Context: an optimization exercise on an open-source flow, tuned for small area and a short achievable clock period. The choices shown serve that exercise and are no tape-out recipe. The RTL was checked by simulation tests, not by an equivalence proof against the original design. Power and IR drop assume default switching activity.

$ cat design/flow/design.v
module rbcmd_rb #(
    parameter C  = 200,
    parameter W  = 8,
    parameter SW = 8
) (
    input  wire          clk,
    input  wire          rst,
    input  wire          clr,
    input  wire          wr_en,
    input  wire [7:0]    wr_data,
    input  wire          rd_en,
    output wire [7:0]    rd_data,
    output wire          empty,
    output wire          full,
    output wire [SW-1:0] size
);
    reg [7:0]   buf_q [0:C-1];
    reg [W-1:0] head;
    reg [W-1:0] tail;
    reg         full_q;
    assign full    = full_q;
    assign empty   = !full_q && (head == tail);
    assign rd_data = buf_q[tail];
    assign size    = full_q        ? C[SW-1:0] :
                     (head >= tail) ? (head - tail) :
                                      (head + C[SW-1:0] - tail);
    wire fire = rd_en && !empty && !clr;
    function [W-1:0] inc;
        input [W-1:0] x;
        inc = (x == C - 1) ? {W{1'b0}} : x + 1'b1;
    endfunction
    wire [W-1:0] tail_g = fire ? inc(tail) : tail;
    wire         full_g = fire ? 1'b0 : full_q;
    wire [W-1:0] head_p = inc(head);
    wire [W-1:0] tail_p = full_g ? inc(tail_g) : tail_g;
    always @(posedge clk) begin
        if (rst) begin
            head   <= {W{1'b0}};
            tail   <= {W{1'b0}};
            full_q <= 1'b0;
        end else if (clr) begin
            head   <= {W{1'b0}};
            tail   <= {W{1'b0}};
            full_q <= 1'b0;
        end else if (wr_en) begin
            head   <= head_p;
            tail   <= tail_p;
            full_q <= (head_p == tail_p);
        end else begin
            tail   <= tail_g;
            full_q <= full_g;
        end
    end
    integer i;
    always @(posedge clk) begin
        if (rst) begin
            for (i = 0; i < C; i = i + 1)
                buf_q[i] <= 8'h00;
        end else if (!clr && wr_en) begin
            buf_q[head] <= wr_data;
        end
    end
endmodule
module rbcmd (
    input  wire        clk,
    input  wire        rst,
    input  wire        clr,
    input  wire        wr_en,
    input  wire [7:0]  wr_data,
    input  wire        sleep_done,
    output wire        empty,
    output wire        full,
    output wire [7:0]  size,
    output reg         send_valid,
    output reg  [1:0]  send_len,
    output reg  [7:0]  send_b0,
    output reg  [7:0]  send_b1,
    output reg  [7:0]  send_b2,
    output reg         log_valid,
    output reg  [3:0]  log_len,
    output wire [7:0]  log_b0,
    output wire [7:0]  log_b1,
    output wire [7:0]  log_b2,
    output wire [7:0]  log_b3,
    output wire [7:0]  log_b4,
    output wire [7:0]  log_b5,
    output wire [7:0]  log_b6,
    output wire [7:0]  log_b7,
    output wire [7:0]  log_b8,
    output wire [7:0]  log_b9,
    output wire [7:0]  log_b10,
    output wire [7:0]  log_b11,
    output wire [7:0]  log_b12,
    output wire [7:0]  log_b13,
    output wire [7:0]  log_b14,
    output reg         sleep_req,
    output reg  [15:0] sleep_ms
);
    localparam [1:0] AH = 2'd0, AP = 2'd1, EX = 2'd2, DW = 2'd3;
    localparam [3:0] T_ECHO = 4'd1, T_ADD = 4'd2, T_DELAY = 4'd4, T_LOG = 4'd6;
    reg [1:0] ds;
    reg [3:0] typ;
    reg [3:0] len;
    reg [3:0] need;
    reg [3:0] idx;
    reg [7:0] pl [0:14];
    wire       rd_en = (ds == AH) || (ds == AP);
    wire [7:0] rd_data;
    rbcmd_rb #(.C(200), .W(8), .SW(8)) u_rb (
        .clk(clk), .rst(rst), .clr(clr),
        .wr_en(wr_en), .wr_data(wr_data),
        .rd_en(rd_en), .rd_data(rd_data),
        .empty(empty), .full(full), .size(size)
    );
    wire fire = rd_en && !empty && !clr;
    wire [3:0] hdr_t = rd_data[7:4];
    wire [3:0] hdr_l = rd_data[3:0];
    wire       hdr_known = (hdr_t == T_ECHO) || (hdr_t == T_ADD) ||
                           (hdr_t == T_DELAY) || (hdr_t == T_LOG);
    reg  [3:0] hdr_plen;
    always @(*) begin
        case (hdr_t)
            T_ADD:   hdr_plen = 4'd4;
            T_DELAY: hdr_plen = 4'd3;
            T_LOG:   hdr_plen = hdr_l;
            default: hdr_plen = 4'd0;
        endcase
    end
    wire done = ((ds == EX) && (typ != T_DELAY)) || ((ds == DW) && sleep_done);
    integer i;
    always @(posedge clk) begin
        if (rst || done) begin
            ds   <= AH;
            typ  <= 4'd0;
            len  <= 4'd0;
            need <= 4'd0;
            idx  <= 4'd0;
            for (i = 0; i < 15; i = i + 1)
                pl[i] <= 8'h00;
        end else begin
            case (ds)
                AH: if (fire && hdr_known) begin
                        typ  <= hdr_t;
                        len  <= hdr_l;
                        need <= hdr_plen;
                        idx  <= 4'd0;
                        ds   <= (hdr_plen == 4'd0) ? EX : AP;
                    end
                AP: if (fire) begin
                        pl[idx] <= rd_data;
                        idx     <= idx + 4'd1;
                        if (idx + 4'd1 == need)
                            ds <= EX;
                    end
                EX: ds <= DW;    
                default: ;
            endcase
        end
    end
    wire [15:0] add_a = {pl[0], pl[1]};
    wire [15:0] add_b = {pl[2], pl[3]};
    wire [15:0] add_r = add_a + add_b;
    always @(*) begin
        send_valid = 1'b0;
        send_len   = 2'd0;
        send_b0    = 8'h00;
        send_b1    = 8'h00;
        send_b2    = 8'h00;
        log_valid  = 1'b0;
        log_len    = 4'd0;
        sleep_req  = 1'b0;
        sleep_ms   = 16'h0000;
        if (!rst) begin
            if (ds == EX) begin
                case (typ)
                    T_ECHO: begin
                        send_valid = 1'b1;
                        send_len   = 2'd1;
                        send_b0    = 8'h10;
                    end
                    T_ADD: begin
                        send_valid = 1'b1;
                        send_len   = 2'd3;
                        send_b0    = 8'h32;
                        send_b1    = add_r[15:8];
                        send_b2    = add_r[7:0];
                    end
                    T_DELAY: begin
                        sleep_req  = 1'b1;
                        sleep_ms   = {pl[0], pl[1]};
                    end
                    T_LOG: begin
                        log_valid  = 1'b1;
                        log_len    = len;
                    end
                    default: ;
                endcase
            end else if (ds == DW && sleep_done) begin
                send_valid = 1'b1;
                send_len   = 2'd2;
                send_b0    = 8'h51;
                send_b1    = pl[2];
            end
        end
    end
    wire log_on = log_valid;
    assign log_b0  = log_on ? pl[0]  : 8'h00;
    assign log_b1  = log_on ? pl[1]  : 8'h00;
    assign log_b2  = log_on ? pl[2]  : 8'h00;
    assign log_b3  = log_on ? pl[3]  : 8'h00;
    assign log_b4  = log_on ? pl[4]  : 8'h00;
    assign log_b5  = log_on ? pl[5]  : 8'h00;
    assign log_b6  = log_on ? pl[6]  : 8'h00;
    assign log_b7  = log_on ? pl[7]  : 8'h00;
    assign log_b8  = log_on ? pl[8]  : 8'h00;
    assign log_b9  = log_on ? pl[9]  : 8'h00;
    assign log_b10 = log_on ? pl[10] : 8'h00;
    assign log_b11 = log_on ? pl[11] : 8'h00;
    assign log_b12 = log_on ? pl[12] : 8'h00;
    assign log_b13 = log_on ? pl[13] : 8'h00;
    assign log_b14 = log_on ? pl[14] : 8'h00;
endmodule
$ cat design/flow/run.sh
#!/bin/bash
# synth_recipe.tcl (not shown) runs the flow's synth.tcl, then flattens the netlist and writes it again
# the make line also repeats each setting of config.mk as NAME=value (left out here)
make -C /OpenROAD-flow-scripts/flow DESIGN_CONFIG=/design/flow/config.mk WORK_HOME=/design/flow/orfs CLKGATE_MAP_FILE= SYNTH_SCRIPT=/design/flow/synth_recipe.tcl finish
$ cat design/flow/config.mk
export PLATFORM = sky130hd
export DESIGN_NAME = rbcmd
export DESIGN_NICKNAME = rbcmd
export VERILOG_FILES = /design/flow/design.v
export SDC_FILE = /design/flow/constraint.sdc
export NUM_CORES = 4
export LEC_CHECK = 0
export CAP_MARGIN = 20
export CORE_MARGIN = 2
export CORE_UTILIZATION = 40
export SLEW_MARGIN = 20
$ cat design/flow/constraint.sdc
create_clock -name core_clock -period 10.0 [get_ports {clk}]
set_input_delay 2.0000 -clock core_clock [delete_from_list [all_inputs] [get_ports {clk}]]
set_output_delay 2.0000 -clock core_clock [all_outputs]
set_load 0.01 [all_outputs]
==> summary.md <==
| Metric | Value |
|---|---|
| Setup slack after layout | `2.70 ns` |
| CP cell instances | `buf_12 > buf_4 > fa_1 > inv_1 > a21oi_1 > o21bai_1 > a21oi_1 > nor2_1 > nor2_1 > xnor2_1 > o21ai_0 > clkdlybuf4s50_1` |
| Sequential power share | `52.0%` |
| Grt met2 use | `36.9%` |
| Share of the synthesized area in the top cell type | `64.1%` |
| Synth Area in Adders | `0.692%` |
| Largest cells by area after synthesis | `edfxtp_1 (64%), mux4_2 (11%), and2_1 (6.4%), and3_1 (4.5%), clkbuf_1 (1.8%)` |
| Post-route DRC violation count | `0` |
| DIE HEIGHT | `508 µm` |
| Sw frac | `24.2%` |
| Logic gate share of total power | `8.9%` |
| Simple-Gate Fraction of Synth Area | `14.9%` |
| CTS Sinks | `2203` |
| # port buffers | `188` |
| Share of layout cells above drive strength 1 | `16.2%` |
| # resized after CTS | `0` |
| Top cell type by total area after synthesis | `edfxtp_1` |
| Main synth FF type | `edfxtp_1` |
| GR Util met1 | `31.9%` |
| Met3 usage in global routing | `4.63%` |
| FFs w/ async S/R, synth | `0%` |
| DR iter-0 viols | `7680` |
| Pre-antenna DRT Iters | `5` |
| Core box area | `253000 µm²` |
| Clk root buf | `clkbuf_16` |
| Avg WL per Cell | `29.7 µm` |
| Max FO, Critical Path | `73` |
| Synthesized area | `102000 µm²` |
| RD Place Congestion | `0.920` |
| Setup TNS | `0 ns` |
| Initial core utilization | `40.1%` |
| Power Density | `182 nW/µm²` |
| Crit Path Class | `register to primary output` |
| Least-Margin Pin Slew | `1.22 ns` |
| Setup violators final | `0` |
| Final hold violations | `0` |
| Gr busiest metal | `met2` |
| Layout Nets | `6797` |
| Detailed Place HPWL | `190000 µm` |
| Compound-Gate Fraction of Synth Area | `3.39%` |
| CP peak stage delay | `0.70 ns` |
| RSZ-0062 raised after global routing | `no` |
| Aggregate global routing overflow | `0` |
| Worst-path clk slew | `0.07 ns` |
| Row count | `185` |
| Synth unique cells | `84` |
| Worst-skew pair later-pin latency | `0.90 ns` |
| Post-DRT Antenna Nets | `0` |
| Syn Inst Count | `6808` |
| Pleak | `40.3 nW` |
| Hold-fix buffers at CTS | `0` |
| H-tree lvl count | `4` |
| P_int | `15.6 mW` |
| Slew headroom | `18.2%` |
| Placed Area | `106000 µm²` |
| Vias per inst | `5.89` |
| Xor/xnor cell area share of the yosys netlist | `0.448%` |
| Area Overhead vs Synth | `11.3%` |
| Sequential-to-total area share from yosys stat | `64.8%` |
| Worst Path Arrival | `5.30 ns` |
| Critical path required time | `8.00 ns` |
| Synth Area per Inst | `14.9 µm²` |
| Net Sw Power | `4.98 mW` |
| Die width | `508 µm` |
| CP endpoint kind | `primary output` |
| Antenna violations before repair | `13` |
| Crit path time final | `7.30 ns` |
| Number of global-route vias before repair | `59800` |
| Finished Cell Area | `113000 µm²` |
| Slew Limit Fails | `0` |
| Post-CTS setup buffer count | `0` |
| Die area | `258000 µm²` |
| #FFs+latches synth | `2203` |
| Pin count of the biggest net entering global routing | `125` |
| Clk buf depth | `3` |
| EDFF count, synth | `2168` |
| Ports | `192` |
| Fillers | `22200` |
| Hold Path Class | `register to register` |
| Multiplexer share of the synthesized area | `12.8%` |
| Peak supply drop | `0.191 mV` |
| CTS tree | `yes` |
| Largest family of logic cells by synthesized area | `simple AND/OR/NAND/NOR gates` |
| Dpl ws | `3.08 ns` |
| CP Buf/Inv Count | `4` |
| WL final | `306000 µm` |
| CP max-delay cell | `dfxtp_4` |
| Yosys Warn Count | `2` |
| Max cap viols | `0` |
| Status | `no timing/DRC/antenna violations` |
| Num CTS Buffers | `220` |
| Crit path launch type | `register` |
| Clock Skew | `0.0551 ns` |
| Global Route Usage Sum | `23.4%` |
| FMAX | `137 MHz` |
| First-pass GRT wire length | `439000 µm` |
| Fin crit share | `73.0%` |
| Vias | `60600` |
| Clock network fraction of design power | `39.1%` |
| Crit path max-delay family | `buffers and inverters` |
==> path summary, 6_finish.rpt <==
path	slack [ns]	depth (start not counted)	startpoint	endpoint
worst max-delay path	2.70	12	u_rb.tail[2]	size[6]
worst min-delay path	0.47	2	need[1]	need[1]
worst max register to register	3.38	13	u_rb.tail[1]	idx[1]
worst min register to register	0.47	2	need[1]	need[1]
==> per-stage QoR <==
| stage | hold WS (ns) | utilization [%] | cells | power (mW) |
|---|---|---|---|---|
| after floorplan | 0.432 | - | 6810 | 12.0 |
| after global placement | 0.458 | 41.9 | 9876 | 12.7 |
| after detailed placement | 0.465 | 41.9 | 9876 | 12.7 |
| after CTS | 0.473 | 44.6 | 10300 | 20.7 |
| after global routing | 0.496 | 44.6 | 10300 | 21.2 |
| final | 0.470 | 44.6 | 10300 | 20.6 |
==> area by class of cell <==
| class | count | area, µm² | share of cell area [%] |
|---|---|---|---|
| Multi-Input combinational cell | 3941 | 32900 | 29.1 |
| Inverter | 42 | 165 | 0.146 |
| Clock buffer | 276 | 5790 | 5.12 |
| Clock inverter | 130 | 1080 | 0.958 |
| Antenna cell | 8 | 20.0 | 0.0177 |
| Sequential cell | 2203 | 65800 | 58.2 |
| Tap cell | 3366 | 4210 | 3.73 |
| Timing Repair Buffer | 324 | 3070 | 2.71 |
==> cells by family (layout without fill, tap and decap cells) <==
group / after synthesis / in the layout
AOI/OAI and AO/OA: 494 / 494
xor gates and xnor gates: 52 / 52
adders and majority gates: 52 / 52
buffers and inverters: 666 / 772
DFF: 2203 / 2203
muxes: 672 / 672
other: 1 / 11
and+or+nand+nor: 2668 / 2668
==> power by group through the flow <==
stage          clock (mW)  combinational (mW)  sequential, mW
6_report             8.06                1.83            10.7
5_1_grt              8.48                1.93            10.8
4_1_cts              8.14                1.83            10.7
3_5_place_dp            0                1.83            10.9
3_3_place_gp            0                1.81            10.9
2_1_floorplan           0                1.22            10.8
==> cell usage in the layout (no fill, tap or decap), types with 78 or more instances in the layout <==
| master | synthesis | layout |
|---|---|---|
| or2_2 | 119 | 119 |
| and2_1 | 1045 | 1044 |
| a21oi_1 | 89 | 89 |
| and3_1 | 729 | 726 |
| nor2_1 | 411 | 401 |
| edfxtp_1 | 2168 | 2168 |
| clkdlybuf4s50_1 | 0 | 179 |
| nand2_1 | 180 | 180 |
| mux4_2 | 496 | 496 |
| buf_4 | 27 | 124 |
| a21o_1 | 78 | 78 |
| mux2i_1 | 156 | 156 |
| clkbuf_16 | 0 | 222 |
==> worst reg2reg max path: stages, from the launching register on <==
cell      delay, ns
dfxtp_4        0.73
buf_12         0.66
buf_4          0.87
mux4_2         0.43
mux2_2         0.31
mux4_2         0.50
a211o_1        0.44
a32oi_1        0.33
o31a_2         0.64
a21boi_1       0.23
o21ai_2        0.73
o31ai_2        0.25
a32oi_1        0.28
nor2_1         0.06
==> cells in the mapped netlist, drive strengths merged, types with 7 or more instances <==
cell and n:
nand2b 13, fa 7, a21o 78, buf 146
o21ai 61, xnor2 44, a31oi 15, o221ai 13
inv 38, nor3 34, ha 45, nand2 180
and3 729, clkbuf 478, or3 9, nor4 11
a21oi 91, edfxtp 2168, a221o 7, or2 122
nand4 8, dfxtp 35, mux4 496, mux2i 156
a22oi 52, nand3 69, o22ai 32, o21bai 30
and2 1046, a22o 8, mux2 20, o31ai 11
xor2 8, nor2 411, nor2b 16, a221oi 23
a211oi 19
==> registers in the layout, summed over array words and instances (netlist names) <==
signal	count
ds	2
idx	4
len	4
need	4
pl	120
typ	4
u_rb.buf_q	2048
u_rb.full_q	1
u_rb.head	8
u_rb.tail	8
==> metal layers <==
| metal | routed length (µm) | up-vias |
|---|---|---|
| met1 | 122000 | 31500 |
| met2 | 144000 | 3004 |
| met3 | 27200 | 564 |
| li1 | - | 25600 |
| met4 | 12600 | 4 |
| met5 | 24 | - |

port drivers added, routing unchanged:
The results above use ideal ports. As a check the final layout listed here was re-extracted and re-timed, cells and wires unchanged.
Step 1 (the two cells are an assumption about what drives the block):
set clk [get_ports {clk}]
set_driving_cell -lib_cell sky130_fd_sc_hd__clkbuf_16 $clk
set_driving_cell -lib_cell sky130_fd_sc_hd__buf_2 [delete_from_list [all_inputs] $clk]
Step 2, shift: input delay + t, output delay - t, t = (earliest + latest rising clock arrival at the registers) / 2. This alone moves slack from input paths to output paths.
Three values: no drivers, after step 1, after step 2; two values: the first two.
shift t [ns]: 0.976
setup slack, ns: 2.695 / 2.592 / 3.109
worst data-port slew with drivers (ns): 0.12
After both steps this run still meets setup and hold. For this run, drivers alone change the setup slack by -0.103 ns; drivers and shift together by +0.414 ns.
